This design comes from an exercise in tuning for small area on the open sky130 flow, not from production work. In this exercise RTL edits were held to simulation tests only and were not proved equivalent to the original. The clock port is modelled as an ideal driver; clocking choices that lean on that would not hold on a real chip. Power and IR drop assume default switching activity.

**flow/design.v**
```verilog
module bayer_unpack (
    input  wire        clk,
    input  wire        rst,             
    input  wire        start,
    input  wire [11:0] cfg_width,
    input  wire [11:0] cfg_height,
    input  wire [31:0] cfg_mode,
    input  wire [15:0] cfg_stride,
    input  wire [31:0] cfg_src_len,
    output wire [1:0]  state,
    output wire [3:0]  err,
    output wire [3:0]  errfield,
    output wire [12:0] row,
    output wire [31:0] fault_addr,
    output wire        src_req,
    output wire [31:0] src_addr,
    input  wire        src_gnt,
    input  wire        src_rvalid,
    input  wire [7:0]  src_rdata,
    output wire        dst_we,
    output wire [25:0] dst_addr,
    output wire [7:0]  dst_wdata,
    input  wire        dst_ready
);
    localparam [1:0] ST_IDLE = 2'd0, ST_RUN = 2'd1, ST_DONE = 2'd2, ST_FAIL = 2'd3;
    localparam [1:0] PH_STEP = 2'd0, PH_WAIT = 2'd1, PH_WRITE = 2'd2, PH_REW = 2'd3;
    reg [1:0]  st_q;
    reg [1:0]  ph_q;         
    reg [12:0] row_q;
    reg [31:0] f_q;          
    reg [28:0] sl_q;         
    reg        sbig_q;       
    reg [15:0] stride_q;
    reg [11:0] w_q, h_q;
    reg        p12_q, cmp_q, bin_q;
    reg [3:0]  selw_q;       
    reg [12:0] col_q;        
    reg [3:0]  b_q;          
    reg [25:0] a_q;          
    reg [7:0]  out_q;
    reg        gl_q;         
    reg        tr_q;         
    reg        tv1_q;        
    reg        tv_q;         
    reg        fc8_q;        
    reg        fc16_q;       
    genvar gi;
    wire       start_ok = start && (st_q != ST_RUN);
    wire [7:0] in_prec  = cfg_mode[7:0];
    wire [3:0] in_sel   = cfg_mode[19:16];
    wire       in_bin   = cfg_mode[20];
    wire       prec_ok  = (in_prec == 8'd10) || (in_prec == 8'd12);
    wire [8:0] geom     = cfg_width[2:0] * cfg_height[2:0] * in_prec[2:0];
    wire       geom_ok  = (geom[2:0] == 3'd0);
    wire [3:0] in_prio  = in_sel[1] ? 4'b0010 : in_sel[0] ? 4'b0001 :
                          in_sel[3] ? 4'b1000 : 4'b0100;
    wire       in_ok    = (in_sel != 4'd0) && prec_ok && geom_ok;
    wire       go_run   = start_ok && in_ok && (cfg_height != 12'd0) && (cfg_width != 12'd0);
    wire       go_wz    = start_ok && in_ok && (cfg_height != 12'd0) && (cfg_width == 12'd0);
    wire running = (st_q == ST_RUN);
    wire p_step  = running && (ph_q == PH_STEP) && tv_q;
    wire p_wait  = running && (ph_q == PH_WAIT);
    wire p_write = running && (ph_q == PH_WRITE);
    wire p_rew   = running && (ph_q == PH_REW);
    wire [1:0] pidx  = {~row_q[0], col_q[0]};            
    wire       rsamp = selw_q[pidx];
    wire       wsamp = !bin_q || rsamp;
    wire       b_last = cmp_q ? (p12_q ? (b_q == 4'd11) : (b_q == 4'd9)) : (b_q == 4'd15);
    wire       win    = p12_q ? (b_q >= 4'd4 && b_q < 4'd12) : (b_q >= 4'd2 && b_q < 4'd10);
    wire       need   = win && rsamp;
    wire       col_end = (col_q == 13'd1);
    wire       str_nz  = (stride_q != 16'd0);
    wire       step_adv = p_step && !tr_q && !need;
    wire       rv_adv   = p_wait && src_rvalid;
    wire       fwd_adv  = step_adv || rv_adv;
    wire       badv     = fwd_adv || p_rew;
    wire       to_write = fwd_adv && b_last && wsamp;
    wire       wr_done  = p_write && dst_ready;
    wire       cadv     = (badv && b_last && !to_write) || wr_done;
    wire       row_end  = cadv && col_end && !p_rew;
    wire       rew_end  = p_rew && b_last && col_end;
    wire       last_row;                  
    wire       done_ev  = row_end && last_row;
    wire       bitv     = p_wait && src_rdata[f_q[2:0]];
    wire [13:0] col_b;                        
    wire [12:0] col_dec;
    wire [13:0] row_c;                        
    wire [12:0] row_nx;
    assign col_b[0] = cadv;
    assign row_c[0] = row_end;
    generate
        for (gi = 0; gi < 13; gi = gi + 1) begin : g_cr
            assign col_dec[gi] = col_q[gi] ^ col_b[gi];
            assign col_b[gi+1] = col_b[gi] & ~col_q[gi];
            assign row_nx[gi]  = row_q[gi] ^ row_c[gi];
            assign row_c[gi+1] = row_c[gi] & row_q[gi];
        end
    endgenerate
    assign last_row = (row_nx == {h_q, 1'b0});
    wire       jump  = p_rew && (col_q == 13'd0);
    wire       no_inc = b_last && col_end && str_nz;
    wire       inc   = fwd_adv && !no_inc;
    wire       dec   = p_rew && (col_q != 13'd0);
    wire [31:0] f_op = {{13{dec}}, {16{dec}} | ({16{jump}} & stride_q), {2{dec}}, dec | inc};
    wire [32:0] f_c;
    wire [31:0] f_nx;
    generate
        for (gi = 0; gi < 32; gi = gi + 1) begin : g_f
            wire ci = (gi == 0) ? 1'b0 : (gi == 8) ? fc8_q : (gi == 16) ? fc16_q : f_c[gi];
            assign f_nx[gi]  = f_q[gi] ^ f_op[gi] ^ ci;
            assign f_c[gi+1] = (f_q[gi] & f_op[gi]) | (ci & (f_q[gi] ^ f_op[gi]));
        end
    endgenerate
    assign f_c[0] = 1'b0;
    wire byte_mv = (inc && (f_q[2:0] == 3'd7)) || p_rew;
    wire [29:0] ge_c;
    assign ge_c[0] = 1'b1;
    generate
        for (gi = 0; gi < 29; gi = gi + 1) begin : g_ge
            wire ci = (gi == 15) ? gl_q : ge_c[gi];
            assign ge_c[gi+1] = (f_q[gi+3] & ~sl_q[gi]) | (f_q[gi+3] & ci) | (~sl_q[gi] & ci);
        end
    endgenerate
    wire [26:0] a_c;
    wire [25:0] a_nx;
    assign a_c[0] = wr_done;
    generate
        for (gi = 0; gi < 26; gi = gi + 1) begin : g_a
            assign a_nx[gi]  = a_q[gi] ^ a_c[gi];
            assign a_c[gi+1] = a_q[gi] & a_c[gi];
        end
    endgenerate
    assign state      = st_q;
    assign err        = (st_q == ST_FAIL) ? ((ph_q == 2'd0) ? 4'd3 : (ph_q == 2'd3) ? 4'd2 : {2'd0, ph_q}) : 4'd0;
    assign errfield   = (st_q == ST_FAIL) ? {2'd0, ph_q} : 4'd0;
    assign row        = row_q;
    assign fault_addr = {3'd0, f_q[31:3]};
    assign src_req    = p_step && need && !tr_q;
    assign src_addr   = {3'd0, f_q[31:3]};
    assign dst_we     = p_write;
    assign dst_addr   = a_q;
    assign dst_wdata  = out_q;
    wire f_clr = rst || start_ok || done_ev;      
    always @(posedge clk) begin
        f_q   <= f_clr ? {22'd0, go_run, 9'd0} : f_nx;
        a_q   <= start_ok ? 26'd0 : a_nx;
        col_q <= start_ok ? 13'd0 : (col_q == 13'd0) ? {w_q, 1'b0} : col_dec;
        b_q   <= (start_ok || (badv && b_last)) ? 4'd0 : b_q + {3'd0, badv};
        row_q <= (rst || start_ok) ? (go_wz ? {cfg_height, 1'b0} : 13'd0) : row_nx;
        gl_q  <= ge_c[15];
        tr_q  <= ge_c[29] && !sbig_q;
        fc8_q  <= !f_clr && f_c[8];
        fc16_q <= !f_clr && f_c[16];
        tv1_q <= !(start_ok || byte_mv || fc8_q || fc16_q);
        tv_q  <= tv1_q && !(start_ok || byte_mv || fc8_q || fc16_q);
        if (fwd_adv && win)
            out_q <= {bitv, out_q[7:1]};
    end
    always @(posedge clk) begin
        if (start_ok) begin
            w_q      <= cfg_width;
            h_q      <= cfg_height;
            p12_q    <= (in_prec == 8'd12);
            cmp_q    <= cfg_mode[8];
            bin_q    <= in_bin;
            selw_q   <= in_bin ? in_prio : in_sel;
            stride_q <= cfg_stride;
            sl_q     <= cfg_src_len[28:0];
            sbig_q   <= (cfg_src_len[31:29] != 3'd0);
        end
    end
    always @(posedge clk) begin
        if (rst) begin
            st_q <= ST_IDLE;
        end else if (start_ok) begin
            if (in_sel == 4'd0) begin
                st_q <= ST_FAIL;
                ph_q <= 2'd1;
            end else if (!prec_ok) begin
                st_q <= ST_FAIL;
                ph_q <= 2'd2;
            end else if (!geom_ok) begin
                st_q <= ST_FAIL;
                ph_q <= 2'd3;
            end else begin
                ph_q <= PH_STEP;
                st_q <= go_run ? ST_RUN : ST_DONE;
            end
        end else if (running) begin
            if (p_step && tr_q)
                st_q <= ST_FAIL;                  
            if (done_ev)
                st_q <= ST_DONE;
            if (p_step && need && !tr_q && src_gnt)
                ph_q <= PH_WAIT;
            else if (badv || wr_done) begin
                if (to_write)
                    ph_q <= PH_WRITE;
                else if (row_end && str_nz)
                    ph_q <= PH_REW;
                else if (p_rew && !rew_end)
                    ph_q <= PH_REW;
                else
                    ph_q <= PH_STEP;
            end
        end
    end
endmodule
```
**flow/flow/run.sh**
```bash
#!/bin/bash
# The standard ORFS layout with three changes:
#  - synthesis maps logic with an area-oriented ABC script (flow/abc_area.script)
#    in place of ORFS's delay-oriented abc_speed.script; everything else in
#    synthesis (registers, their names and cells) is unchanged;
#  - each port gets the smallest buffer cell;
#  - the clock tree uses clkbuf_8 buffers and no dummy loads.
set -euo pipefail
rm -rf scripts_abc
cp -r "$FLOW_HOME/scripts" scripts_abc
cp flow/abc_area.script scripts_abc/abc_speed.script
bash standard.sh "SCRIPTS_DIR=$PWD/scripts_abc" \
  "BUFFER_PORTS_ARGS=-buffer_cell sky130_fd_sc_hd__buf_1" \
  "CTS_ARGS=-sink_clustering_enable -repair_clock_nets -dont_use_dummy_load -buf_list sky130_fd_sc_hd__clkbuf_8 -root_buf sky130_fd_sc_hd__clkbuf_8" \
  finish > orfs_make.log 2>&1
```
**flow/flow/abc_area.script**
```
&get -n
&st
&syn2
&dch
&nf -R 1000
&put
topo
stime -c
```
**flow/standard.sh**
```bash
#!/bin/bash
# synth_recipe.tcl (not shown) runs the flow's synth.tcl, then flattens the netlist and writes it again
# the make line also repeats each setting of config.mk as NAME=value (left out here)
make -C /OpenROAD-flow-scripts/flow DESIGN_CONFIG=/design/flow/config.mk WORK_HOME=/design/flow/orfs CLKGATE_MAP_FILE= SYNTH_SCRIPT=/design/flow/synth_recipe.tcl "${@:-finish}"
```
**flow/config.mk**
```make
export PLATFORM = sky130hd
export DESIGN_NAME = bayer_unpack
export DESIGN_NICKNAME = bayer_unpack
export VERILOG_FILES = /design/flow/design.v
export SDC_FILE = /design/flow/constraint.sdc
export NUM_CORES = 4
export LEC_CHECK = 0
export CAP_MARGIN = 0
export CORE_MARGIN = 2
export CORE_UTILIZATION = 40
export SLEW_MARGIN = 0
```
**flow/constraint.sdc**
```tcl
create_clock -name core_clock -period 8.0 [get_ports {clk}]
set_input_delay 1.6000 -clock core_clock [delete_from_list [all_inputs] [get_ports {clk}]]
set_output_delay 1.6000 -clock core_clock [all_outputs]
set_load 0.01 [all_outputs]
```
==> flow_summary.json, run 1 <==
{
  "p_sw_frac": 0.260,
  "synth.largest_area_cell": "edfxtp_1",
  "die_h_um": 150,
  "p_per_area_mw_per_mm2": 189,
  "hp-start": "sbig_q",
  "use_met3": 0.0524,
  "grt_pass1_wl_mm": 28.0,
  "critPathMaxFanout": 3,
  "p_comb_frac": 0.131,
  "synth.area.top_cells": "edfxtp_1, dfxtp_1, ha_1",
  "met1_usage": 0.211,
  "post-route-period-util": 0.899,
  "first_global_vias": 5543,
  "grtUsageMet2": 0.266,
  "outcome": "finished clean",
  "tns_ps": 0,
  "setup_viol": 0,
  "max_stage_delay_ps": 400,
  "cap_violations": 0,
  "fmax_ghz": 0.139,
  "avgSynthCellArea_um2": 12.0,
  "clk_pin_slew_ps": 90,
  "power.leakage_nw": 3.55,
  "hold_class": "reg -> reg",
  "critical_path.top_delay_family": "adder cells",
  "fin_ws_ps": 809,
  "async_reset_ff_frac": 0,
  "yosysWarningCount": 1,
  "dr.pass1.iters": 4,
  "io_pins": 241,
  "drtAntennaViolNets": 0,
  "post-dp-hpwl_mm": 13.2,
  "cp_data_arrival_time_ps": 7490,
  "synth_top_area_frac": 0.307,
  "p_int_mw": 1.32,
  "fp-row-count": 53,
  "grt_setup_unrepaired": "no",
  "cts_setup_buffers": 0,
  "switching_power_uw": 465,
  "syn-instance-count": 707,
  "diodes": 0,
  "clock_latency_ps": 460,
  "worstMarginPinSlew_ps": 840,
  "cp_common_cell": "fa_1",
  "clk_path_buf_depth": 2,
  "synth-seq-cells": 183,
  "end_kind": "flip-flop",
  "power_frac_seq": 0.605,
  "drc": 0,
  "initial_core_util": 0.406,
  "cp_slowest_cell": "fa_1",
  "start_kind": "flip-flop",
  "vias": 5554,
  "tritoncts": "built",
  "synth.yosys.seq_area_share": 0.533,
  "final_cell_area_mm2": 0.00947,
  "ys_types": 43,
  "avgRoutedWirePerCell_um": 15.2,
  "path_class": "reg -> reg",
  "crit_start": "col_q[6]",
  "grt_max_degree": 59,
  "ctsHoldBuffers": 0,
  "slew_viol_final": 0,
  "cts_sinks": 183,
  "layout-drive-gt1-share": 0.0339,
  "grt-busiest-layer": "met2",
  "port_buffers": 212,
  "cts_buffers": 17,
  "finalWirelength_mm": 17.6,
  "finalClockSkew_ps": 41.1,
  "die_w_um": 150,
  "cts_resized": 0,
  "gr-total-overflow": 0,
  "grtUsageTotal": 0.164,
  "synth_area_mm2": 0.00851,
  "vias_per_cell": 4.79,
  "fin_nets": 1092,
  "synthToLayoutAreaGrowth_pct": 11.3,
  "cts_htree_levels": 4,
  "place_area_mm2": 0.00924,
  "core_area_mm2": 0.0210,
  "required_ps": 8300,
  "ir_drop_v": 0.000109,
  "finalHoldViolations": 0,
  "slew_headroom": 0.438,
  "critPathBufInv": 3,
  "worst_r2r_startpoint": "col_q[6]",
  "period_needed_ps": 7190,
  "die-area_mm2": 0.0225,
  "antenna_found_initial": 0,
  "r2r_slack_ps": 810,
  "gp_congestion": 0.813,
  "clockPowerShare": 0.265,
  "drtIter0Drc": 227,
  "synth.most_common_cell": "dfxtp_1",
  "synthFlopType": "dfxtp_1",
  "synth_edf_count": 87,
  "root_buffer": "clkbuf_8",
  "synth.top_cells.by_count": "dfxtp_1, edfxtp_1, buf_4, nor2_1, ha_1",
  "place_ws_ps": 804
}
[path summary, 6_finish.rpt]
kind         endpoint  cells past startpoint
max           f_q[31]                     26
min              tr_q                      1
max reg2reg   f_q[31]                     26
min reg2reg      tr_q                      1
[sequential cells by signal, indices dropped and copies added (netlist names), 2 cells and up]
name and count:
col_q 13, st_q 2, out_q 8, h_q 12, ph_q 2, b_q 4
w_q 12, selw_q 4, row_q 13, a_q 26, f_q 32, stride_q 16
sl_q 29
[routing by layer]
metal	part of all wire	routed length [µm]
met5	0	0
met4	0.018	312
met3	0.067	1180
met2	0.46	8180
met1	0.45	7960
[metrics by stage]
stage,cells,total power [mW],hold WS [ps],util
2_1_floorplan,716,1.27,384,-
3_3_place_gp,1143,1.34,391,0.441
3_5_place_dp,1143,1.34,391,0.441
4_1_cts,1160,1.82,404,0.452
5_1_grt,1160,1.89,434,0.452
6_report,1160,1.79,401,0.452
[cells by family after synthesis]
logic type               synth area share
AO/OA/AOI/OAI                      0.0561
flip-flops                          0.533
XOR/XNOR                           0.0257
adder cells (fa/ha/maj)             0.178
AND/OR/NAND/NOR                     0.117
other                            0.000440
buffers and inverters              0.0816
multiplexers                      0.00911
[layout by cell type (no fill, tap or decap), types with 22 or more instances in the layout]
| cell type | count |
|---|---|
| nand2_1 | 30 |
| edfxtp_1 | 87 |
| and3_1 | 22 |
| clkinv_1 | 48 |
| dfxtp_1 | 96 |
| fa_1 | 30 |
| and2_0 | 32 |
| buf_1 | 212 |
| nor2_1 | 63 |
| ha_1 | 57 |
| a21oi_1 | 27 |
[power groups by stage]
stage          sequential [mW]  combinational, mW  clock (mW)
6_report                  1.08              0.234       0.473
5_1_grt                   1.09              0.271       0.530
4_1_cts                   1.08              0.239       0.495
3_5_place_dp              1.10              0.238           0
3_3_place_gp              1.10              0.234           0
2_1_floorplan             1.10              0.174           0
[area by class of cell]
cell class / count / area (µm²)
clock buffer: 17 / 234
fill: 2042 / 11500
inverter: 49 / 185
multi-input combinational: 416 / 3320
sequential: 183 / 4530
tap: 275 / 344
timing repair buffer: 220 / 856
==> run 2, diff against run 1 <==
--- a/flow/config.mk
+++ b/flow/config.mk
@@ -6,6 +6,6 @@
 export NUM_CORES = 4
 export LEC_CHECK = 0
-export CAP_MARGIN = 0
+export CAP_MARGIN = 20
 export CORE_MARGIN = 2
 export CORE_UTILIZATION = 40
-export SLEW_MARGIN = 0
+export SLEW_MARGIN = 20
==> flow_summary.json, run 2 <==
{
  "grt_setup_unrepaired": "no",
  "die_w_um": 150,
  "finalClockSkew_ps": 41.1,
  "p_int_mw": 1.32,
  "avgSynthCellArea_um2": 12.0,
  "hold_class": "reg -> reg",
  "hold_depth": 1,
  "die_h_um": 150,
  "cts_buffers": 17,
  "finalHoldViolations": 0,
  "hp-start": "sbig_q",
  "p_per_area_mw_per_mm2": 189,
  "synthFlopType": "dfxtp_1",
  "clk_pin_slew_ps": 90,
  "ir_drop_v": 0.000109,
  "p_sw_frac": 0.260,
  "synth.most_common_cell": "dfxtp_1",
  "grt_max_degree": 59,
  "start_kind": "flip-flop",
  "ctsHoldBuffers": 0,
  "avgRoutedWirePerCell_um": 15.2,
  "syn-instance-count": 707,
  "fin_nets": 1092,
  "clk_path_buf_depth": 2,
  "vias_per_cell": 4.79,
  "slew_viol_final": 0,
  "slew_headroom": 0.438,
  "vias": 5554,
  "cts_setup_buffers": 0,
  "cp_data_arrival_time_ps": 7490,
  "antenna_found_initial": 0,
  "die-area_mm2": 0.0225,
  "final_common_cell": "buf_1",
  "fp-row-count": 53,
  "synthToLayoutAreaGrowth_pct": 11.3,
  "synth.yosys.seq_area_share": 0.533,
  "synth.area.top_cells": "edfxtp_1, dfxtp_1, ha_1",
  "p_comb_frac": 0.131,
  "gr-total-overflow": 0,
  "fmax_ghz": 0.139,
  "synth_edf_count": 87,
  "cts_htree_levels": 4,
  "tritoncts": "built",
  "grtUsageTotal": 0.164,
  "layout-drive-gt1-share": 0.0339,
  "power.leakage_nw": 3.55,
  "core_area_mm2": 0.0210,
  "worstMarginPinSlew_ps": 840,
  "final_cells": 1160,
  "gp_congestion": 0.813,
  "synth-seq-cells": 183,
  "largest_reg_flops": 32,
  "diodes": 0,
  "grt_pass1_wl_mm": 28.0,
  "drc": 0,
  "switching_power_uw": 465,
  "post-route-period-util": 0.899,
  "period_needed_ps": 7190,
  "top_register": "f_q",
  "synth_top_area_frac": 0.307,
  "required_ps": 8300,
  "tns_ps": 0,
  "synth.largest_area_cell": "edfxtp_1",
  "cts_resized": 0,
  "clock_latency_ps": 460,
  "reg2reg_depth": 26,
  "cts_sinks": 183,
  "end_kind": "flip-flop",
  "place_ws_ps": 804,
  "fin_util": 0.452,
  "hold_end": "tr_q",
  "place_inst": 1143,
  "fin_ws_ps": 809,
  "root_buffer": "clkbuf_8",
  "critPathMaxFanout": 3,
  "power_frac_seq": 0.605,
  "path_class": "reg -> reg",
  "worst_r2r_startpoint": "col_q[6]",
  "synth.top_cells.by_count": "dfxtp_1, edfxtp_1, buf_4, nor2_1, ha_1",
  "clockPowerShare": 0.265,
  "setup_viol": 0,
  "drtIter0Drc": 227,
  "r2r_slack_ps": 810,
  "top_regs": "f_q x32, sl_q x29, a_q x26",
  "r2r-end": "f_q[31]",
  "first_global_vias": 5543,
  "drtAntennaViolNets": 0,
  "outcome": "finished clean",
  "dr.pass1.iters": 4,
  "port_buffers": 212,
  "finalWirelength_mm": 17.6,
  "async_reset_ff_frac": 0,
  "cap_violations": 0,
  "initial_core_util": 0.406,
  "io_pins": 241,
  "final_cell_mix": "buf_1, dfxtp_1, edfxtp_1",
  "ys_types": 43,
  "post-dp-hpwl_mm": 13.2,
  "synth_area_mm2": 0.00851,
  "yosysWarningCount": 1
}
[run 2: cell counts after synthesis]
No cell type changed its count.
[run 2: area by class of cell]
cell class                      instances  area (µm²)
Inverter                               49         185
Clock buffer                           17         234
Fill cell                            2042       11500
Tap cell                              275         344
Timing Repair Buffer                  220         856
Sequential cell                       183        4530
Multi-Input combinational cell        416        3320
[run 2: per-layer routing]
metal / GRT usage / share of wire
met1: 0.211 / 0.45
met2: 0.266 / 0.46
met3: 0.0524 / 0.067
met4: 0.0458 / 0.018
met5: 0 / 0
[run 2: through the flow]
| step | hold slack, ps | total power, mW | area [µm²] |
|---|---|---|---|
| 4_1_cts | 404 | 1.82 | 9470 |
| 3_3_place_gp | 391 | 1.34 | 9240 |
| 5_1_grt | 434 | 1.89 | 9470 |
| 3_5_place_dp | 391 | 1.34 | 9240 |
| 6_report | 401 | 1.79 | 9470 |
| 2_1_floorplan | 384 | 1.27 | 8550 |
[run 2: how the worst max path moves through the flow]
stage	from	end	slack (ps)	depth (start not counted)
CTS	col_q[6]	f_q[31]	730	26
finish	col_q[6]	f_q[31]	810	26
global placement	col_q[6]	f_q[31]	790	26
floorplan	col_q[6]	f_q[31]	40	25
global route	col_q[6]	f_q[31]	450	26
detailed placement	col_q[6]	f_q[31]	800	26
[run 2: cells by family (layout without fill, tap and decap cells)]
family,Yosys count,count (layout),share of synthesized area
DFF,183,183,0.533
xor gates and xnor gates,25,25,0.0257
buffers and inverters,117,286,0.0816
other,1,10,0.000440
muxes,4,4,0.00911
adders and majority gates,107,107,0.178
AOI/OAI and AO/OA,72,72,0.0561
and+or+nand+nor,198,198,0.117
[run 2: power groups by stage]
stage / Combinational [mW] / Sequential [mW] / Clock, mW
2_1_floorplan: 0.174 / 1.10 / 0
4_1_cts: 0.239 / 1.08 / 0.495
6_report: 0.234 / 1.08 / 0.473
5_1_grt: 0.271 / 1.09 / 0.530
3_3_place_gp: 0.234 / 1.10 / 0
3_5_place_dp: 0.238 / 1.10 / 0
[run 2: worst max-delay path, cell delays in order (launching register included)]
cell,delay (ps)
dfxtp_1,330
nor4_1,320
nand3_1,140
clkinv_1,100
nand2_1,120
nor2_1,110
nor2_1,60
fa_1,370
clkinv_1,60
fa_1,170
fa_1,170
clkinv_1,70
fa_1,380
fa_1,390
fa_1,380
fa_1,390
fa_1,390
fa_1,390
fa_1,390
fa_1,390
fa_1,390
fa_1,400
fa_1,400
fa_1,390
xor2_1,160
xnor2_1,130
nor2_1,50
==> run 3, diff against run 2 <==
--- a/flow/design.v
+++ b/flow/design.v
@@ -46,5 +46,5 @@
     reg        fc16_q;       
     genvar gi;
-    wire       start_ok = start && (st_q != ST_RUN);
+    wire       start_ok = start && (st_q != ST_RUN) && !rst;
     wire [7:0] in_prec  = cfg_mode[7:0];
     wire [3:0] in_sel   = cfg_mode[19:16];
==> flow_summary.json, run 3 <==
{
  "outcome": "finished clean",
  "hp-start": "tv1_q",
  "synthFlopType": "dfxtp_1",
  "first_global_vias": 5122,
  "layout-drive-gt1-share": 0.0339,
  "p_sw_frac": 0.253,
  "synth-seq-cells": 183,
  "vias": 5422,
  "required_ps": 8280,
  "multiInputGateArea_mm2": 0.00332,
  "tritoncts": "built",
  "cp_data_arrival_time_ps": 7580,
  "cts_resized": 0,
  "cp_slowest_cell": "nor4_1",
  "end_kind": "flip-flop",
  "cap_violations": 0,
  "largest_reg_flops": 32,
  "yosysWarningCount": 1,
  "io_pins": 241,
  "finalClockSkew_ps": 34.3,
  "die_h_um": 150,
  "hold_end": "tv_q",
  "p_int_mw": 1.31,
  "grt_pass1_wl_mm": 26.7,
  "synthToLayoutAreaGrowth_pct": 11.2,
  "core_area_mm2": 0.0210,
  "synth.most_common_cell": "dfxtp_1",
  "grt_max_degree": 60,
  "fin_util": 0.452,
  "synth.largest_area_cell": "edfxtp_1",
  "cts_setup_buffers": 0,
  "async_reset_ff_frac": 0,
  "drc": 0,
  "ctsHoldBuffers": 0,
  "setup_viol": 0,
  "final_cell_mix": "buf_1, dfxtp_1, edfxtp_1",
  "synth.yosys.seq_area_share": 0.532,
  "synth.area.top_cells": "edfxtp_1, dfxtp_1, ha_1",
  "worst_r2r_startpoint": "col_q[10]",
  "path_class": "reg -> reg",
  "tns_ps": 0,
  "fmax_ghz": 0.137,
  "avgRoutedWirePerCell_um": 14.9,
  "vias_per_cell": 4.67,
  "slew_headroom": 0.354,
  "avgSynthCellArea_um2": 12.0,
  "drtAntennaViolNets": 0,
  "clock_latency_ps": 450,
  "path_cells": "nor4_1, nand4_1, buf_4, o21ai_0, fa_1, fa_1, clkinv_1, fa_1, fa_1, fa_1, fa_1, fa_1, fa_1, fa_1, fa_1, fa_1, fa_1, fa_1, fa_1, xor2_1, xnor2_1, nor2_1",
  "r2r-end": "f_q[31]",
  "port_buffers": 212,
  "worstMarginPinSlew_ps": 969,
  "synth_area_mm2": 0.00852,
  "slew_viol_final": 0,
  "gr-total-overflow": 0,
  "post-dp-hpwl_mm": 13.3,
  "critPathMaxFanout": 41,
  "clockPowerShare": 0.269,
  "cts_buffers": 17,
  "diodes": 0,
  "final_common_cell": "buf_1",
  "synth_top_area_frac": 0.307,
  "die_w_um": 150,
  "grt_setup_unrepaired": "no",
  "period_needed_ps": 7300,
  "p_comb_frac": 0.120,
  "fp-row-count": 53,
  "reg2reg_depth": 22,
  "post-route-period-util": 0.912,
  "hold_class": "reg -> reg",
  "syn-instance-count": 709,
  "cts_htree_levels": 4,
  "synth.top_cells.by_count": "dfxtp_1, edfxtp_1, buf_4, nor2_1, ha_1",
  "die-area_mm2": 0.0225,
  "ir_drop_v": 0.0000928,
  "hold_depth": 1,
  "fin_nets": 1093,
  "cts_sinks": 183,
  "clk_path_buf_depth": 2,
  "synth_edf_count": 87,
  "grtUsageTotal": 0.158,
  "antenna_found_initial": 0,
  "power_frac_seq": 0.611,
  "ys_types": 39,
  "max_stage_delay_ps": 470,
  "finalHoldViolations": 0,
  "critPathBufInv": 2,
  "regArea_mm2": 0.00453,
  "critical_path.top_delay_family": "adder cells",
  "initial_core_util": 0.406,
  "power.leakage_nw": 3.51,
  "gp_congestion": 0.753,
  "dr.pass1.iters": 4,
  "top_register": "f_q",
  "switching_power_uw": 445,
  "start_kind": "flip-flop",
  "p_per_area_mw_per_mm2": 185,
  "cp_common_cell": "fa_1",
  "r2r_slack_ps": 700,
  "finalWirelength_mm": 17.2,
  "n_fill_cell": 2006,
  "drtIter0Drc": 150,
  "clk_pin_slew_ps": 70,
  "top_regs": "f_q x32, sl_q x29, a_q x26",
  "root_buffer": "clkbuf_8"
}
==> run 3: changes by cell type in the layout (fill, tap and decap cells not counted), sizes merged, moves of 3 or more <==
cell,previous run,this run
o21ai,6,26
and2,32,48
and3,22,7
a21oi,27,17
nor2,64,60
nor4,14,18
xnor2,14,10
xor2,11,15
a32oi,3,0
clkinv,49,52
nand2,30,27
==> run 3: worst register-to-register path: stages (launching register included) <==
cell and delay, ps:
dfxtp_1 310, nor4_1 470, nand4_1 200, buf_4 300, o21ai_0 290, fa_1 240, fa_1 180, clkinv_1 70
fa_1 410, fa_1 390, fa_1 390, fa_1 390, fa_1 400, fa_1 390, fa_1 410, fa_1 390
fa_1 390, fa_1 400, fa_1 410, fa_1 390, xor2_1 170, xnor2_1 130, nor2_1 50
==> run 3: layout make-up <==
type	count	share of cell area
sequential	183	0.479
multi-input combinational	415	0.350
timing repair buffer	219	0.0895
tap	275	0.0363
clock buffer	17	0.0247
inverter	52	0.0207
==> run 3: metrics by stage <==
step | cells | setup slack (ps) | hold WS, ps | power [mW] | cell area (µm²)
2_1_floorplan | 718 | 233 | 384 | 1.25 | 8550
3_3_place_gp | 1144 | 754 | 424 | 1.31 | 9240
3_5_place_dp | 1144 | 650 | 416 | 1.31 | 9240
4_1_cts | 1161 | 647 | 441 | 1.79 | 9480
5_1_grt | 1161 | 235 | 464 | 1.86 | 9480
6_report | 1161 | 702 | 438 | 1.76 | 9480
==> run 3: routing by layer <==
layer  global-route usage  part of all wire  wire [µm]
met1                0.210              0.46       7910
met2                0.253              0.47       8150
met3               0.0399             0.055        943
met4               0.0514             0.014        244
met5                    0                 0          0
==> run 3: how the worst max path moves through the flow <==
stage                         start       to  slack, ps  cells past startpoint
after CTS                 col_q[10]  f_q[31]        650                     22
after global routing      col_q[10]  f_q[31]        240                     22
final                     col_q[10]  f_q[31]        700                     22
after detailed placement  col_q[10]  f_q[31]        650                     22
after floorplan            col_q[6]  f_q[31]        230                     19
after global placement    col_q[10]  f_q[31]        750                     24
==> run 3: logic make-up after synthesis <==
family,Yosys count,synth area share
and+or+nand+nor,192,0.114
buffers and inverters,120,0.0828
adders and majority gates,107,0.178
DFF,183,0.532
AOI/OAI and AO/OA,77,0.0574
other,1,0.000440
xor gates and xnor gates,25,0.0257
muxes,4,0.00911
==> run 3: power groups by stage <==
stage                     logic (mW)  registers, mW  clock network [mW]
after global routing           0.246           1.08               0.530
after global placement         0.212           1.09                   0
after floorplan                0.157           1.09                   0
after detailed placement       0.216           1.10                   0
final                          0.211           1.07               0.473
after CTS                      0.217           1.07               0.497
==> run 4, diff against run 3 <==
--- a/flow/flow/run.sh
+++ b/flow/flow/run.sh
@@ -5,5 +5,7 @@
 #    synthesis (registers, their names and cells) is unchanged;
 #  - each port gets the smallest buffer cell;
-#  - the clock tree uses clkbuf_8 buffers and no dummy loads.
+#  - the clock tree uses clkbuf_8 buffers and no dummy loads; after CTS,
+#    flow/post_cts.tcl turns leaf buffers with light loads into clkbuf_4;
+#  - one tie cell drives all constant outputs (no tie fanout repair).
 set -euo pipefail
 rm -rf scripts_abc
@@ -12,4 +14,5 @@
 bash standard.sh "SCRIPTS_DIR=$PWD/scripts_abc" \
   "BUFFER_PORTS_ARGS=-buffer_cell sky130_fd_sc_hd__buf_1" \
+  "POST_CTS_TCL=$PWD/flow/post_cts.tcl" SKIP_REPAIR_TIE_FANOUT=1 \
   "CTS_ARGS=-sink_clustering_enable -repair_clock_nets -dont_use_dummy_load -buf_list sky130_fd_sc_hd__clkbuf_8 -root_buf sky130_fd_sc_hd__clkbuf_8" \
   finish > orfs_make.log 2>&1
==> flow/flow/post_cts.tcl (new file) <==
# After clock tree synthesis: a clock leaf buffer becomes clkbuf_4 where every
# flip-flop clock pin it drives keeps a slew under 105 ps; otherwise it stays
# clkbuf_8. A smaller cell fits in the larger one's place.
estimate_parasitics -placement
foreach inst [get_cells clkbuf_*] {
  if { [get_property $inst ref_name] != "sky130_fd_sc_hd__clkbuf_8" } { continue }
  set name [get_full_name $inst]
  set out [get_pins $name/X]
  set loads [get_pins -of_objects [get_nets -of_objects $out] -filter "direction == input"]
  set leaf 1
  foreach p $loads {
    if { ![string match "*/CLK" [get_full_name $p]] } { set leaf 0 }
  }
  if { !$leaf } { continue }
  replace_cell $inst sky130_fd_sc_hd__clkbuf_4
  estimate_parasitics -placement
  set worst 0.0
  foreach p $loads {
    set s [get_property $p slew_max]
    if { $s > $worst } { set worst $s }
  }
  if { $worst > 0.105 } {
    replace_cell $inst sky130_fd_sc_hd__clkbuf_8
    estimate_parasitics -placement
    puts "post_cts: $name stays clkbuf_8 (clkbuf_4 slew $worst)"
  } else {
    puts "post_cts: $name -> clkbuf_4 (slew $worst)"
  }
}
==> flow_summary.json, run 4 <==
{
  "cts_sinks": 183,
  "grt_pass1_wl_mm": 26.9,
  "ir_drop_v": 0.0000876,
  "die_w_um": 150,
  "end_kind": "flip-flop",
  "worstMarginPinSlew_ps": 947,
  "initial_core_util": 0.406,
  "finalClockSkew_ps": 31.1,
  "final_cells": 1153,
  "p_per_area_mw_per_mm2": 184,
  "synth_area_mm2": 0.00852,
  "reg2reg_depth": 24,
  "place_inst": 1136,
  "grtUsageTotal": 0.158,
  "post-route-period-util": 0.918,
  "cp_data_arrival_time_ps": 7630,
  "required_ps": 8280,
  "gr-total-overflow": 0,
  "period_needed_ps": 7350,
  "fin_nets": 1085,
  "grt_setup_unrepaired": "no",
  "synthToLayoutAreaGrowth_pct": 10.6,
  "vias_per_cell": 4.77,
  "synth.most_common_cell": "dfxtp_1",
  "finalHoldViolations": 0,
  "slew_viol_final": 0,
  "synth.area.top_cells": "edfxtp_1, dfxtp_1, ha_1",
  "path_class": "reg -> reg",
  "finalWirelength_mm": 17.3,
  "hold_depth": 1,
  "synth.top_cells.by_count": "dfxtp_1, edfxtp_1, buf_4, nor2_1, ha_1",
  "top_register": "f_q",
  "critPathMaxFanout": 2,
  "clk_pin_slew_ps": 90,
  "yosysWarningCount": 1,
  "path_cells": "nor4_1, nand4_1, nor2_1, nor2_1, fa_1, clkinv_1, fa_1, fa_1, clkinv_1, fa_1, fa_1, fa_1, fa_1, fa_1, fa_1, fa_1, fa_1, fa_1, fa_1, fa_1, fa_1, xor2_1, xnor2_1, nor2_1",
  "core_area_mm2": 0.0210,
  "slew_headroom": 0.366,
  "io_pins": 241,
  "vias": 5501,
  "fp-row-count": 53,
  "avgRoutedWirePerCell_um": 15.0,
  "clock_latency_ps": 440,
  "async_reset_ff_frac": 0,
  "largest_reg_flops": 32,
  "tns_ps": 0,
  "cp_slowest_cell": "nor4_1",
  "power.leakage_nw": 3.48,
  "final_common_cell": "buf_1",
  "layout-drive-gt1-share": 0.0353,
  "synth_edf_count": 87,
  "tritoncts": "built",
  "synth.largest_area_cell": "edfxtp_1",
  "antenna_found_initial": 0,
  "hold_class": "reg -> reg",
  "cp_common_cell": "fa_1",
  "port_buffers": 212,
  "avgSynthCellArea_um2": 12.0,
  "grt_max_degree": 57,
  "n_fill_cell": 2024,
  "synthFlopType": "dfxtp_1",
  "drc": 0,
  "final_cell_mix": "buf_1, dfxtp_1, edfxtp_1",
  "first_global_vias": 5262,
  "syn-instance-count": 709,
  "die_h_um": 150,
  "max_stage_delay_ps": 450,
  "ys_types": 39,
  "dr.pass1.iters": 4,
  "synth-seq-cells": 183,
  "gp_congestion": 0.776,
  "cap_violations": 0,
  "outcome": "finished clean",
  "synth_top_area_frac": 0.307,
  "start_kind": "flip-flop",
  "post-dp-hpwl_mm": 13.3,
  "top_regs": "f_q x32, sl_q x29, a_q x26",
  "drtAntennaViolNets": 0,
  "die-area_mm2": 0.0225,
  "setup_viol": 0,
  "drtIter0Drc": 209,
  "fmax_ghz": 0.136,
  "synth.yosys.seq_area_share": 0.532,
  "diodes": 0
}
==> run 4: cells by family after synthesis <==
kind of cell             Yosys count  share of synthesized area
buffers and inverters            120                     0.0828
other                              1                   0.000440
XOR/XNOR                          25                     0.0257
flip-flops                       183                      0.532
adder cells (fa/ha/maj)          107                      0.178
AND/OR/NAND/NOR                  192                      0.114
multiplexers                       4                    0.00911
AO/OA/AOI/OAI                     77                     0.0574
==> run 4: power by group <==
part	internal (mW)	switching, mW	total, mW
Clock	0.168	0.279	0.446
Combinational	0.0865	0.127	0.214
Sequential	1.04	0.0361	1.07
Total	1.29	0.442	1.73
==> run 4: critical path, delay by kind of cell (launching register included) <==
family                     cells  cell delay, ps
DFF                            1             330
and+or+nand+nor                5             990
buffers and inverters          2             140
adders and majority gates     15            5390
xor gates and xnor gates       2             310
==> run 4: cell type report <==
cell class	count	area (µm²)	share of cell area
flip-flops and latches	183	4530	0.481
multi-input cells	406	3280	0.349
inverters	52	196	0.0208
repair buffers	220	856	0.0908
clock buffers	17	209	0.0222
well taps	275	344	0.0365
==> run 4: through the flow <==
step                hold WS (ps)  setup slack, ps  utilization  power (mW)  instance area [µm²]
global route                 445              248        0.450        1.83                 9420
floorplan                    384              233            -        1.25                 8520
finish                       443              653        0.450        1.73                 9420
detailed placement           430              684        0.440        1.31                 9220
global placement             432              724        0.440        1.31                 9210
==> run 4: layer usage <==
metal,track usage,wire [µm],up-vias
met5,0,0,-
met4,0.0547,341,0
met3,0.0424,965,24
met2,0.260,8170,149
met1,0.202,7780,2597
li1,-,-,2731
==> run 4: path summary, 6_finish.rpt <==
check | from | end | slack (ps)
worst min register to register | tv1_q | tv_q | 440
worst max-delay path | col_q[10] | f_q[31] | 650
worst min-delay path | tv1_q | tv_q | 440
worst max register to register | col_q[10] | f_q[31] | 650
==> run 5, diff against run 4 <==
--- a/flow/config.mk
+++ b/flow/config.mk
@@ -8,4 +8,4 @@
 export CAP_MARGIN = 20
 export CORE_MARGIN = 2
-export CORE_UTILIZATION = 40
+export CORE_UTILIZATION = 55
 export SLEW_MARGIN = 20
==> flow_summary.json, run 5 <==
{
  "outcome": "finished clean",
  "met1_length_mm": 7.66,
  "synthFlopType": "dfxtp_1",
  "slew_headroom": 0.355,
  "cp_data_arrival_time_ps": 7530,
  "synth.yosys.seq_area_share": 0.532,
  "final_cell_mix": "buf_1, dfxtp_1, edfxtp_1",
  "antenna_found_initial": 0,
  "yosysWarningCount": 1,
  "port_buffers": 212,
  "yosys.area_share.simple": 0.114,
  "final_common_cell": "buf_1",
  "start_kind": "flip-flop",
  "synthMuxAreaShare": 0.00911,
  "diodes": 0,
  "synthToLayoutAreaGrowth_pct": 9.53,
  "grtUsageTotal": 0.205,
  "grt_max_degree": 87,
  "finalHoldViolations": 0,
  "path_class": "reg -> reg",
  "path_cells": "nor4_1, nand4_1, buf_4, o21ai_0, fa_1, fa_1, clkinv_1, fa_1, fa_1, fa_1, fa_1, fa_1, fa_1, fa_1, fa_1, fa_1, fa_1, fa_1, fa_1, xor2_1, xnor2_1, nor2_1",
  "fin_nets": 1084,
  "drc": 0,
  "end_kind": "flip-flop",
  "setup_viol": 0,
  "synth.most_common_cell": "dfxtp_1",
  "max_stage_delay_ps": 430,
  "initial_core_util": 0.562,
  "tns_ps": 0,
  "gr-total-overflow": 0,
  "top_regs": "f_q x32, sl_q x29, a_q x26",
  "tritoncts": "built",
  "avgSynthCellArea_um2": 12.0,
  "period_needed_ps": 7220,
  "clock_latency_ps": 460,
  "top_register": "f_q",
  "cp_slowest_cell": "nor4_1",
  "async_reset_ff_frac": 0,
  "grt_pass1_wl_mm": 25.9,
  "avgRoutedWirePerCell_um": 15.5,
  "ir_drop_v": 0.000184,
  "hold_class": "reg -> reg",
  "synth.largest_area_cell": "edfxtp_1",
  "wl_met2_mm": 7.73,
  "slew_viol_final": 0,
  "synthXorXnorAreaFrac": 0.0257,
  "place_inst": 1047,
  "grt_setup_unrepaired": "no",
  "die_h_um": 128,
  "whs_ps": 399,
  "vias_per_cell": 5.17,
  "core_area_mm2": 0.0151,
  "post-dp-hpwl_mm": 12.6,
  "largest_reg_flops": 32,
  "wl_met3_um": 986,
  "synth_top_family_by_area": "adder cells",
  "die_w_um": 128,
  "die-area_mm2": 0.0165,
  "synth.top_cells.by_count": "dfxtp_1, edfxtp_1, buf_4, nor2_1, ha_1",
  "fmax_ghz": 0.139,
  "dr.pass1.iters": 4,
  "drtIter0Drc": 232,
  "io_pins": 241,
  "synth.area.top_cells": "edfxtp_1, dfxtp_1, ha_1",
  "first_global_vias": 5312,
  "gp_congestion": 0.797,
  "synth_compound_area_frac": 0.0574,
  "p_per_area_mw_per_mm2": 187,
  "ys_types": 39,
  "power.leakage_nw": 3.48,
  "fp-row-count": 45,
  "cts_sinks": 183,
  "required_ps": 8310,
  "drtAntennaViolNets": 0,
  "critPathMaxFanout": 41,
  "post-route-period-util": 0.902,
  "synth_top_area_frac": 0.307,
  "vias": 5501,
  "synth-seq-cells": 183,
  "layout-drive-gt1-share": 0.0331,
  "yosys.area_share.adder": 0.178,
  "finalClockSkew_ps": 28.4,
  "cp_common_cell": "fa_1",
  "clk_pin_slew_ps": 90,
  "synth_area_mm2": 0.00852,
  "cap_violations": 0,
  "finalWirelength_mm": 16.5,
  "synth_edf_count": 87,
  "top_layer": "met4",
  "final_cells": 1065,
  "worstMarginPinSlew_ps": 965,
  "syn-instance-count": 709
}
-- run 5: cell count changes in the layout (fill, tap and decap cells not counted) --
cell,previous run,this run
buf_12,0,1
buf_4,8,6
clkbuf_4,4,2
clkbuf_8,13,15
nor2b_1,3,4
nor2b_2,1,0
-- run 5: worst paths after layout --
path             start  slack, ps       to  cells past startpoint
max          col_q[10]        780  f_q[31]                     22
min             sbig_q        400     tr_q                      1
max reg2reg  col_q[10]        780  f_q[31]                     22
min reg2reg     sbig_q        400     tr_q                      1
-- run 5: final cells by class --
cell class / count / area, µm²
sequential: 183 / 4530
fill: 1278 / 5820
tap: 188 / 235
inverter: 52 / 196
multi-input combinational: 406 / 3280
timing repair buffer: 219 / 861
clock buffer: 17 / 221
-- run 5: metrics by stage --
stage	cell area, µm²	total power [mW]	setup slack, ps	util
floorplan	8520	1.25	233	-
global placement	9090	1.30	784	0.600
detailed placement	9090	1.31	735	0.600
global route	9330	1.83	315	0.616
finish	9330	1.74	780	0.616
-- run 5: routing by layer --
metal | vias to the layer above | track usage
met5 | - | 0
met4 | 0 | 0.0472
met3 | 14 | 0.0565
met2 | 167 | 0.333
met1 | 2602 | 0.277
li1 | 2718 | -
-- run 5: worst max-delay path, delay by kind of cell (launching register included) --
| family | cells | cell delay [ps] |
|---|---|---|
| AO/OA/AOI/OAI | 1 | 270 |
| XOR/XNOR | 2 | 320 |
| adder cells (fa/ha/maj) | 14 | 5120 |
| buffers and inverters | 2 | 370 |
| flip-flops | 1 | 320 |
| AND/OR/NAND/NOR | 3 | 690 |
-- run 5: logic make-up after synthesis --
| group | count (synthesis) |
|---|---|
| buffers and inverters | 120 |
| DFF | 183 |
| and+or+nand+nor | 192 |
| xor gates and xnor gates | 25 |
| muxes | 4 |
| other | 1 |
| AOI/OAI and AO/OA | 77 |
| adders and majority gates | 107 |
-- run 5: power breakdown --
| group | internal, mW | leakage [nW] | switching [mW] |
|---|---|---|---|
| clock network | 0.178 | 0.117 | 0.278 |
| logic | 0.0861 | 1.78 | 0.128 |
| registers | 1.04 | 1.58 | 0.0358 |
==> run 6, diff against run 5 <==
--- a/flow/flow/run.sh
+++ b/flow/flow/run.sh
@@ -1,4 +1,4 @@
 #!/bin/bash
-# The standard ORFS layout with three changes:
+# The standard ORFS layout with these changes:
 #  - synthesis maps logic with an area-oriented ABC script (flow/abc_area.script)
 #    in place of ORFS's delay-oriented abc_speed.script; everything else in
--- a/flow/config.mk
+++ b/flow/config.mk
@@ -8,4 +8,4 @@
 export CAP_MARGIN = 20
 export CORE_MARGIN = 2
-export CORE_UTILIZATION = 55
+export CORE_UTILIZATION = 40
 export SLEW_MARGIN = 20
==> flow_summary.json, run 6 <==
{
  "slew_viol_final": 0,
  "tritoncts": "built",
  "p_per_area_mw_per_mm2": 184,
  "hold_depth": 1,
  "p_int_mw": 1.29,
  "max_stage_delay_ps": 450,
  "period_needed_ps": 7350,
  "drc": 0,
  "regArea_mm2": 0.00453,
  "finalHoldViolations": 0,
  "yosysWarningCount": 1,
  "synth_top_family_by_area": "adder cells",
  "die_h_um": 150,
  "vias": 5501,
  "final_cell_area_mm2": 0.00942,
  "layout-drive-gt1-share": 0.0353,
  "multiInputGateArea_mm2": 0.00328,
  "setup_viol": 0,
  "cts_sinks": 183,
  "synth.top_cells.by_count": "dfxtp_1, edfxtp_1, buf_4, nor2_1, ha_1",
  "clock_latency_ps": 440,
  "vias_per_cell": 4.77,
  "antenna_found_initial": 0,
  "n_fill_cell": 2024,
  "synth.largest_area_cell": "edfxtp_1",
  "synth_compound_area_frac": 0.0574,
  "tns_ps": 0,
  "hold_class": "reg -> reg",
  "clk_pin_slew_ps": 90,
  "end_kind": "flip-flop",
  "final_common_cell": "buf_1",
  "port_buffers": 212,
  "cap_violations": 0,
  "synthToLayoutAreaGrowth_pct": 10.6,
  "slew_headroom": 0.366,
  "cp_slowest_cell": "nor4_1",
  "top_regs": "f_q x32, sl_q x29, a_q x26",
  "power.leakage_nw": 3.48,
  "switching_power_uw": 442,
  "critical_path.top_delay_family": "adder cells",
  "synth.most_common_cell": "dfxtp_1",
  "yosys.area_share.simple": 0.114,
  "post-route-period-util": 0.918,
  "post-dp-hpwl_mm": 13.3,
  "path_class": "reg -> reg",
  "synth.area.top_cells": "edfxtp_1, dfxtp_1, ha_1",
  "gr-total-overflow": 0,
  "dr.pass1.iters": 4,
  "io_pins": 241,
  "fp-row-count": 53,
  "synthXorXnorAreaFrac": 0.0257,
  "grt_max_degree": 57,
  "path_cells": "nor4_1, nand4_1, nor2_1, nor2_1, fa_1, clkinv_1, fa_1, fa_1, clkinv_1, fa_1, fa_1, fa_1, fa_1, fa_1, fa_1, fa_1, fa_1, fa_1, fa_1, fa_1, fa_1, xor2_1, xnor2_1, nor2_1",
  "gp_congestion": 0.776,
  "reg2reg_depth": 24,
  "synth-seq-cells": 183,
  "grt_setup_unrepaired": "no",
  "fmax_ghz": 0.136,
  "largest_reg_flops": 32,
  "initial_core_util": 0.406,
  "syn-instance-count": 709,
  "ys_types": 39,
  "synthMuxAreaShare": 0.00911,
  "place_area_mm2": 0.00922,
  "final_cell_mix": "buf_1, dfxtp_1, edfxtp_1",
  "cp.depth": 24,
  "diodes": 0,
  "synth_edf_count": 87,
  "first_global_vias": 5262,
  "die_w_um": 150,
  "cp_data_arrival_time_ps": 7630,
  "critPathMaxFanout": 2,
  "synth.yosys.seq_area_share": 0.532,
  "finalWirelength_mm": 17.3,
  "outcome": "finished clean",
  "drtIter0Drc": 209,
  "top_register": "f_q",
  "worstMarginPinSlew_ps": 947,
  "critPathBufInv": 2,
  "die-area_mm2": 0.0225,
  "drtAntennaViolNets": 0,
  "cp_common_cell": "fa_1",
  "avgSynthCellArea_um2": 12.0,
  "grt_pass1_wl_mm": 26.9,
  "synth_top_area_frac": 0.307,
  "clockPowerShare": 0.257,
  "async_reset_ff_frac": 0,
  "power_frac_seq": 0.619,
  "grtUsageTotal": 0.158,
  "start_kind": "flip-flop",
  "p_comb_frac": 0.123,
  "yosys.area_share.adder": 0.178,
  "p_sw_frac": 0.255,
  "ir_drop_v": 0.0000876,
  "core_area_mm2": 0.0210,
  "fin_nets": 1085,
  "required_ps": 8280,
  "avgRoutedWirePerCell_um": 15.0,
  "finalClockSkew_ps": 31.1,
  "synth_area_mm2": 0.00852,
  "synthFlopType": "dfxtp_1"
}
## run 6: cell count changes in the layout (fill, tap and decap cells not counted), sizes merged
cell / change
buf: +1
## run 6: final cells by class
cell class	instances	area share
Timing Repair Buffer	220	0.0908
Inverter	52	0.0208
Tap cell	275	0.0365
Multi-Input combinational cell	406	0.349
Sequential cell	183	0.481
Clock buffer	17	0.0222
## run 6: worst paths after layout
check | end | slack [ps] | start
worst max-delay path | f_q[31] | 650 | col_q[10]
worst min-delay path | tv_q | 440 | tv1_q
worst max register to register | f_q[31] | 650 | col_q[10]
worst min register to register | tv_q | 440 | tv1_q
## run 6: kinds of logic after synthesis
family	after synthesis
XOR/XNOR	25
AND/OR/NAND/NOR	192
AO/OA/AOI/OAI	77
adder cells (fa/ha/maj)	107
flip-flops	183
other	1
multiplexers	4
buffers and inverters	120
## run 6: per-stage QoR
stage | utilization | instances | setup WS, ps | hold WS [ps] | total power [mW]
after detailed placement | 0.440 | 1136 | 684 | 430 | 1.31
after global placement | 0.440 | 1136 | 724 | 432 | 1.31
after global routing | 0.450 | 1153 | 248 | 445 | 1.83
after floorplan | - | 709 | 233 | 384 | 1.25
final | 0.450 | 1153 | 653 | 443 | 1.73
## run 6: power by group through the flow
stage          clock network, mW  logic [mW]  registers (mW)
2_1_floorplan                  0       0.157            1.09
3_3_place_gp                   0       0.215            1.10
3_5_place_dp                   0       0.217            1.10
5_1_grt                    0.502       0.250            1.08
6_report                   0.446       0.214            1.07
## run 6: layer usage
| metal | share of wire | wire length [µm] | vias up | track usage |
|---|---|---|---|---|
| met5 | 0 | 0 | - | 0 |
| li1 | - | - | 2731 | - |
| met1 | 0.45 | 7780 | 2597 | 0.202 |
| met2 | 0.47 | 8170 | 149 | 0.260 |
| met4 | 0.020 | 341 | 0 | 0.0547 |
| met3 | 0.056 | 965 | 24 | 0.0424 |
==> run 7, diff against run 6 <==
--- a/flow/flow/run.sh
+++ b/flow/flow/run.sh
@@ -15,4 +15,4 @@
   "BUFFER_PORTS_ARGS=-buffer_cell sky130_fd_sc_hd__buf_1" \
   "POST_CTS_TCL=$PWD/flow/post_cts.tcl" SKIP_REPAIR_TIE_FANOUT=1 \
-  "CTS_ARGS=-sink_clustering_enable -repair_clock_nets -dont_use_dummy_load -buf_list sky130_fd_sc_hd__clkbuf_8 -root_buf sky130_fd_sc_hd__clkbuf_8" \
+  "CTS_ARGS=-sink_clustering_enable -repair_clock_nets -dont_use_dummy_load -buf_list sky130_fd_sc_hd__clkbuf_8 -root_buf sky130_fd_sc_hd__clkbuf_4" \
   finish > orfs_make.log 2>&1
==> flow_summary.json, run 7 <==
{
  "cp_slowest_cell": "nor4_1",
  "gp_congestion": 0.776,
  "avgSynthCellArea_um2": 12.0,
  "path_class": "reg -> reg",
  "clk_pin_slew_ps": 100,
  "io_pins": 241,
  "fmax_ghz": 0.136,
  "ys_types": 39,
  "hp-start": "tv1_q",
  "p_per_area_mw_per_mm2": 184,
  "final_cell_mix": "buf_1, dfxtp_1, edfxtp_1",
  "cp_common_cell": "fa_1",
  "end_kind": "flip-flop",
  "path_cells": "nor4_1, nand4_1, nor2_1, nor2_1, fa_1, clkinv_1, fa_1, fa_1, clkinv_1, fa_1, fa_1, fa_1, fa_1, fa_1, fa_1, fa_1, fa_1, fa_1, fa_1, fa_1, fa_1, xor2_1, xnor2_1, nor2_1",
  "max_stage_delay_ps": 450,
  "synth_top_area_frac": 0.307,
  "first_global_vias": 5263,
  "clockPowerShare": 0.257,
  "core_area_mm2": 0.0210,
  "post-dp-hpwl_mm": 13.3,
  "worst_r2r_startpoint": "col_q[10]",
  "ir_drop_v": 0.0000873,
  "synth.area.top_cells": "edfxtp_1, dfxtp_1, ha_1",
  "p_sw_frac": 0.256,
  "r2r-end": "f_q[31]",
  "slew_viol_final": 0,
  "finalClockSkew_ps": 31.9,
  "post-route-period-util": 0.919,
  "hold_end": "tv_q",
  "die-area_mm2": 0.0225,
  "synth.top_cells.by_count": "dfxtp_1, edfxtp_1, buf_4, nor2_1, ha_1",
  "slew_headroom": 0.370,
  "synth-seq-cells": 183,
  "required_ps": 8430,
  "layout-drive-gt1-share": 0.0353,
  "setup_viol": 0,
  "worstMarginPinSlew_ps": 942,
  "dr.pass1.iters": 4,
  "fin_nets": 1085,
  "finalWirelength_mm": 17.3,
  "clock_latency_ps": 590,
  "start_kind": "flip-flop",
  "outcome": "finished clean",
  "r2r_slack_ps": 650,
  "yosysWarningCount": 1,
  "period_needed_ps": 7350,
  "power.leakage_nw": 3.48,
  "grt_setup_unrepaired": "no",
  "die_h_um": 150,
  "port_buffers": 212,
  "top_register": "f_q",
  "top_regs": "f_q x32, sl_q x29, a_q x26",
  "p_comb_frac": 0.123,
  "syn-instance-count": 709,
  "tns_ps": 0,
  "synth.yosys.seq_area_share": 0.532,
  "vias": 5496,
  "initial_core_util": 0.406,
  "drtIter0Drc": 184,
  "synthFlopType": "dfxtp_1",
  "reg2reg_depth": 24,
  "synth_edf_count": 87,
  "switching_power_uw": 444,
  "async_reset_ff_frac": 0,
  "hold_depth": 1,
  "power_frac_seq": 0.619,
  "largest_reg_flops": 32,
  "cts_sinks": 183,
  "vias_per_cell": 4.76,
  "antenna_found_initial": 1,
  "synth_area_mm2": 0.00852,
  "p_int_mw": 1.29,
  "die_w_um": 150,
  "synthToLayoutAreaGrowth_pct": 10.7,
  "critPathMaxFanout": 2,
  "finalHoldViolations": 0,
  "avgRoutedWirePerCell_um": 15.0,
  "grt_pass1_wl_mm": 26.9,
  "cap_violations": 0,
  "cp_data_arrival_time_ps": 7780,
  "final_common_cell": "buf_1",
  "whs_ps": 443,
  "grtUsageTotal": 0.158,
  "synth.most_common_cell": "dfxtp_1",
  "tritoncts": "built",
  "grt_max_degree": 57,
  "drc": 0,
  "drtAntennaViolNets": 0,
  "synth.largest_area_cell": "edfxtp_1",
  "fp-row-count": 53,
  "gr-total-overflow": 0,
  "hold_class": "reg -> reg"
}
run 7: changes by cell type in the layout (fill, tap and decap cells not counted):
cell	change
diode_2	+1
run 7: cell families (layout without fill, tap and decap cells):
group	Yosys count	count (layout)	synth area share
AO/OA/AOI/OAI	77	77	0.0574
XOR/XNOR	25	25	0.0257
adder cells (fa/ha/maj)	107	107	0.178
buffers and inverters	120	289	0.0828
flip-flops	183	183	0.532
multiplexers	4	4	0.00911
other	1	2	0.000440
AND/OR/NAND/NOR	192	192	0.114
run 7: layout make-up:
class | count | area (µm²)
Multi-Input combinational cell | 406 | 3280
Inverter | 52 | 196
Tap cell | 275 | 344
Clock buffer | 17 | 209
Fill cell | 2026 | 11500
Sequential cell | 183 | 4530
Timing Repair Buffer | 220 | 856
Antenna cell | 1 | 2.50
run 7: routing by layer:
metal,up-vias,part of all wire,global-route usage
met4,0,0.022,0.0618
met5,-,0,0
met3,26,0.054,0.0378
met1,2592,0.45,0.202
met2,147,0.47,0.260
li1,2731,-,-
run 7: worst max path at each step:
stage,start,to,slack (ps),cells past startpoint
after floorplan,col_q[6],f_q[31],230,19
after global placement,col_q[10],f_q[31],720,24
after detailed placement,col_q[10],f_q[31],680,24
after global routing,col_q[10],f_q[31],250,24
final,col_q[10],f_q[31],650,24
run 7: power by group through the flow:
stage                     clock, mW  combinational [mW]  sequential [mW]
after global placement            0               0.215             1.10
final                         0.446               0.214             1.07
after floorplan                   0               0.157             1.09
after detailed placement          0               0.217             1.10
after global routing          0.500               0.250             1.08
run 7: critical path: cells and delay by family, from the launching register on:
family                   cells  cell delay [ps]
buffers and inverters        2              140
adder cells (fa/ha/maj)     15             5390
AND/OR/NAND/NOR              5             1010
XOR/XNOR                     2              310
flip-flops                   1              320
run 7: per-stage QoR:
step / total power [mW] / util / worst slack [ps] / std cells / instance area [µm²]
after detailed placement: 1.31 / 0.440 / 684 / 1136 / 9220
after global placement: 1.31 / 0.440 / 724 / 1136 / 9210
final: 1.73 / 0.450 / 649 / 1154 / 9430
after global routing: 1.83 / 0.450 / 246 / 1154 / 9430
after floorplan: 1.25 / - / 233 / 709 / 8520
==> run 8, diff against run 7 <==
--- a/flow/flow/run.sh
+++ b/flow/flow/run.sh
@@ -15,4 +15,4 @@
   "BUFFER_PORTS_ARGS=-buffer_cell sky130_fd_sc_hd__buf_1" \
   "POST_CTS_TCL=$PWD/flow/post_cts.tcl" SKIP_REPAIR_TIE_FANOUT=1 \
-  "CTS_ARGS=-sink_clustering_enable -repair_clock_nets -dont_use_dummy_load -buf_list sky130_fd_sc_hd__clkbuf_8 -root_buf sky130_fd_sc_hd__clkbuf_4" \
+  "CTS_ARGS=-sink_clustering_enable -repair_clock_nets -dont_use_dummy_load -buf_list sky130_fd_sc_hd__clkbuf_8 -root_buf sky130_fd_sc_hd__clkbuf_8" \
   finish > orfs_make.log 2>&1
==> flow/flow/abc_area.script (replaced) <==
&get -n
&st
&syn2
&dch
&nf -R 1000 -C 32 -F 8 -A 8
&put
topo
stime -c
--- a/flow/flow/post_cts.tcl
+++ b/flow/flow/post_cts.tcl
@@ -1,4 +1,4 @@
 # After clock tree synthesis: a clock leaf buffer becomes clkbuf_4 where every
-# flip-flop clock pin it drives keeps a slew under 105 ps; otherwise it stays
+# flip-flop clock pin it drives keeps a slew under 112 ps; otherwise it stays
 # clkbuf_8. A smaller cell fits in the larger one's place.
 estimate_parasitics -placement
@@ -20,5 +20,5 @@
     if { $s > $worst } { set worst $s }
   }
-  if { $worst > 0.105 } {
+  if { $worst > 0.112 } {
     replace_cell $inst sky130_fd_sc_hd__clkbuf_8
     estimate_parasitics -placement
==> flow_summary.json, run 8 <==
{
  "grt_setup_unrepaired": "no",
  "avgSynthCellArea_um2": 12.0,
  "slew_headroom": 0.301,
  "synth_top_area_frac": 0.307,
  "die_h_um": 150,
  "cts_sinks": 183,
  "synth_edf_count": 87,
  "synthFlopType": "dfxtp_1",
  "place_area_mm2": 0.00922,
  "antenna_found_initial": 1,
  "top_regs": "f_q x32, sl_q x29, a_q x26",
  "synth.area.top_cells": "edfxtp_1, dfxtp_1, ha_1",
  "hold_class": "reg -> reg",
  "clk_pin_slew_ps": 110,
  "grt_max_degree": 89,
  "cp_common_cell": "fa_1",
  "drtAntennaViolNets": 0,
  "drc": 0,
  "tritoncts": "built",
  "initial_core_util": 0.406,
  "r2r_slack_ps": 720,
  "start_kind": "flip-flop",
  "core_area_mm2": 0.0210,
  "path_cells": "nor4_1, nand3_1, clkinv_1, nand2_1, buf_4, o21ai_0, fa_1, fa_1, clkinv_1, fa_1, fa_1, fa_1, fa_1, fa_1, fa_1, fa_1, fa_1, fa_1, fa_1, fa_1, fa_1, xnor2_1, xnor2_1, nor2_1",
  "clock_latency_ps": 450,
  "ys_types": 40,
  "outcome": "finished clean",
  "fin_nets": 1084,
  "async_reset_ff_frac": 0,
  "slew_viol_final": 0,
  "setup_viol": 0,
  "final_cell_mix": "buf_1, dfxtp_1, edfxtp_1",
  "drtIter0Drc": 244,
  "avgRoutedWirePerCell_um": 14.6,
  "post-route-period-util": 0.910,
  "grt_pass1_wl_mm": 26.7,
  "cp_data_arrival_time_ps": 7560,
  "gp_congestion": 0.756,
  "grtUsageTotal": 0.155,
  "required_ps": 8280,
  "final_common_cell": "buf_1",
  "critPathMaxFanout": 38,
  "layout-drive-gt1-share": 0.0342,
  "power.leakage_nw": 3.47,
  "synth.most_common_cell": "dfxtp_1",
  "synthToLayoutAreaGrowth_pct": 10.7,
  "final_cell_area_mm2": 0.00943,
  "synth.largest_area_cell": "edfxtp_1",
  "finalHoldViolations": 0,
  "max_stage_delay_ps": 400,
  "final_cells": 1153,
  "path_class": "reg -> reg",
  "p_per_area_mw_per_mm2": 184,
  "post-dp-hpwl_mm": 12.9,
  "dr.pass1.iters": 4,
  "ir_drop_v": 0.000103,
  "synth-seq-cells": 183,
  "syn-instance-count": 708,
  "tns_ps": 0,
  "fmax_ghz": 0.137,
  "finalClockSkew_ps": 39.7,
  "io_pins": 241,
  "n_fill_cell": 2036,
  "cap_violations": 0,
  "worstMarginPinSlew_ps": 1050,
  "vias": 5426,
  "largest_reg_flops": 32,
  "die-area_mm2": 0.0225,
  "top_register": "f_q",
  "place_ws_ps": 742,
  "end_kind": "flip-flop",
  "die_w_um": 150,
  "synth.yosys.seq_area_share": 0.533,
  "period_needed_ps": 7280,
  "port_buffers": 212,
  "cp_slowest_cell": "fa_1",
  "yosysWarningCount": 1,
  "fin_util": 0.450,
  "first_global_vias": 5428,
  "place_inst": 1135,
  "synth.top_cells.by_count": "dfxtp_1, edfxtp_1, buf_4, nor2_1, ha_1",
  "fp-row-count": 53,
  "fin_ws_ps": 721,
  "gr-total-overflow": 0,
  "finalWirelength_mm": 16.9,
  "synth_area_mm2": 0.00851,
  "vias_per_cell": 4.71
}
==> run 8: changes by cell type after synthesis, sizes merged, moves of 4 or more <==
cell and change:
and2 -24, nor2b +24, nand2 +5, a21oi -4, and3 -4
==> run 8: cell type report <==
type / instances / area (µm²) / share of cell area
Antenna cell: 1 / 2.50 / 0.000265
Clock buffer: 17 / 209 / 0.0222
Inverter: 50 / 188 / 0.0199
Multi-Input combinational cell: 407 / 3290 / 0.349
Sequential cell: 183 / 4530 / 0.481
Tap cell: 275 / 344 / 0.0365
Timing Repair Buffer: 220 / 856 / 0.0908
==> run 8: stage by stage <==
stage / total power [mW] / hold slack (ps)
2_1_floorplan: 1.25 / 384
3_3_place_gp: 1.31 / 401
3_5_place_dp: 1.31 / 397
5_1_grt: 1.84 / 436
6_report: 1.74 / 408
==> run 8: path summary, 6_finish.rpt <==
| check | endpoint | cells past startpoint | from |
|---|---|---|---|
| setup / recovery | f_q[31] | 24 | col_q[1] |
| setup reg to reg | f_q[31] | 24 | col_q[1] |
| hold reg to reg | tr_q | 1 | sbig_q |
| hold / removal | tr_q | 1 | sbig_q |
==> run 8: logic make-up after synthesis <==
family,share of synthesized area
and+or+nand+nor,0.114
other,0.000440
AOI/OAI and AO/OA,0.0569
DFF,0.533
xor gates and xnor gates,0.0267
muxes,0.00911
buffers and inverters,0.0820
adders and majority gates,0.178
==> run 8: layer usage <==
metal  vias up  global-route usage  part of all wire
li1       2726                   -                 -
met1      2527               0.202              0.47
met2       161               0.250              0.46
met3        12              0.0476             0.059
met4         0              0.0415             0.010
met5         -                   0                 0
==> run 8: worst max-delay path, delay by kind of cell, from the launching register on <==
family / cells / cell delay, ps
AOI/OAI and AO/OA: 1 / 280
xor gates and xnor gates: 2 / 300
adders and majority gates: 14 / 5110
buffers and inverters: 3 / 450
DFF: 1 / 330
and+or+nand+nor: 4 / 620
==> run 8: where the power goes <==
group / internal, mW / leakage, nW / switching, mW
Clock: 0.168 / 0.112 / 0.282
Sequential: 1.04 / 1.58 / 0.0349
Combinational: 0.0867 / 1.77 / 0.127
Total: 1.29 / 3.47 / 0.445

what the ideal ports hide:
The results above use ideal ports. As a check the final layouts listed here were re-extracted and re-timed, cells and wires unchanged.
Step 1, drivers: a clkbuf_16 drives clk and a buf_2 each remaining input, both assumed.
Step 2 also shifts input and output timing later by t, the mid clock arrival at the registers, as if the neighbouring blocks saw the same clock.
a / b / c = ideal / step 1 / step 2; a / b = the first two.
| run | shift t [ns] | setup WS [ns] | hold WS [ns] | worst setup path after step 2 | worst slew at a driven data input, ns |
|---|---|---|---|---|---|
| run 1 | 0.474 | 0.809 / 0.809 / 0.809 | 0.401 / 0.401 / 0.401 | register to register | 0.06 |
| run 2 | 0.474 | 0.809 / 0.809 / 0.809 | 0.401 / 0.401 / 0.401 | register to register | 0.06 |
| run 3 | 0.468 | 0.702 / 0.702 / 0.702 | 0.438 / 0.438 / 0.438 | register to register | 0.06 |
| run 4 | 0.465 | 0.653 / 0.653 / 0.653 | 0.443 / 0.443 / 0.443 | register to register | 0.06 |
| run 5 | 0.482 | 0.780 / 0.780 / 0.780 | 0.399 / 0.399 / 0.399 | register to register | 0.06 |
| run 6 | 0.465 | 0.653 / 0.653 / 0.653 | 0.443 / 0.443 / 0.443 | register to register | 0.06 |
| run 7 | 0.612 | 0.649 / 0.649 / 0.649 | 0.443 / 0.443 / 0.443 | register to register | 0.06 |
| run 8 | 0.470 | 0.721 / 0.721 / 0.721 | 0.408 / 0.408 / 0.408 | register to register | 0.05 |
After both steps every run listed still meets setup and hold.
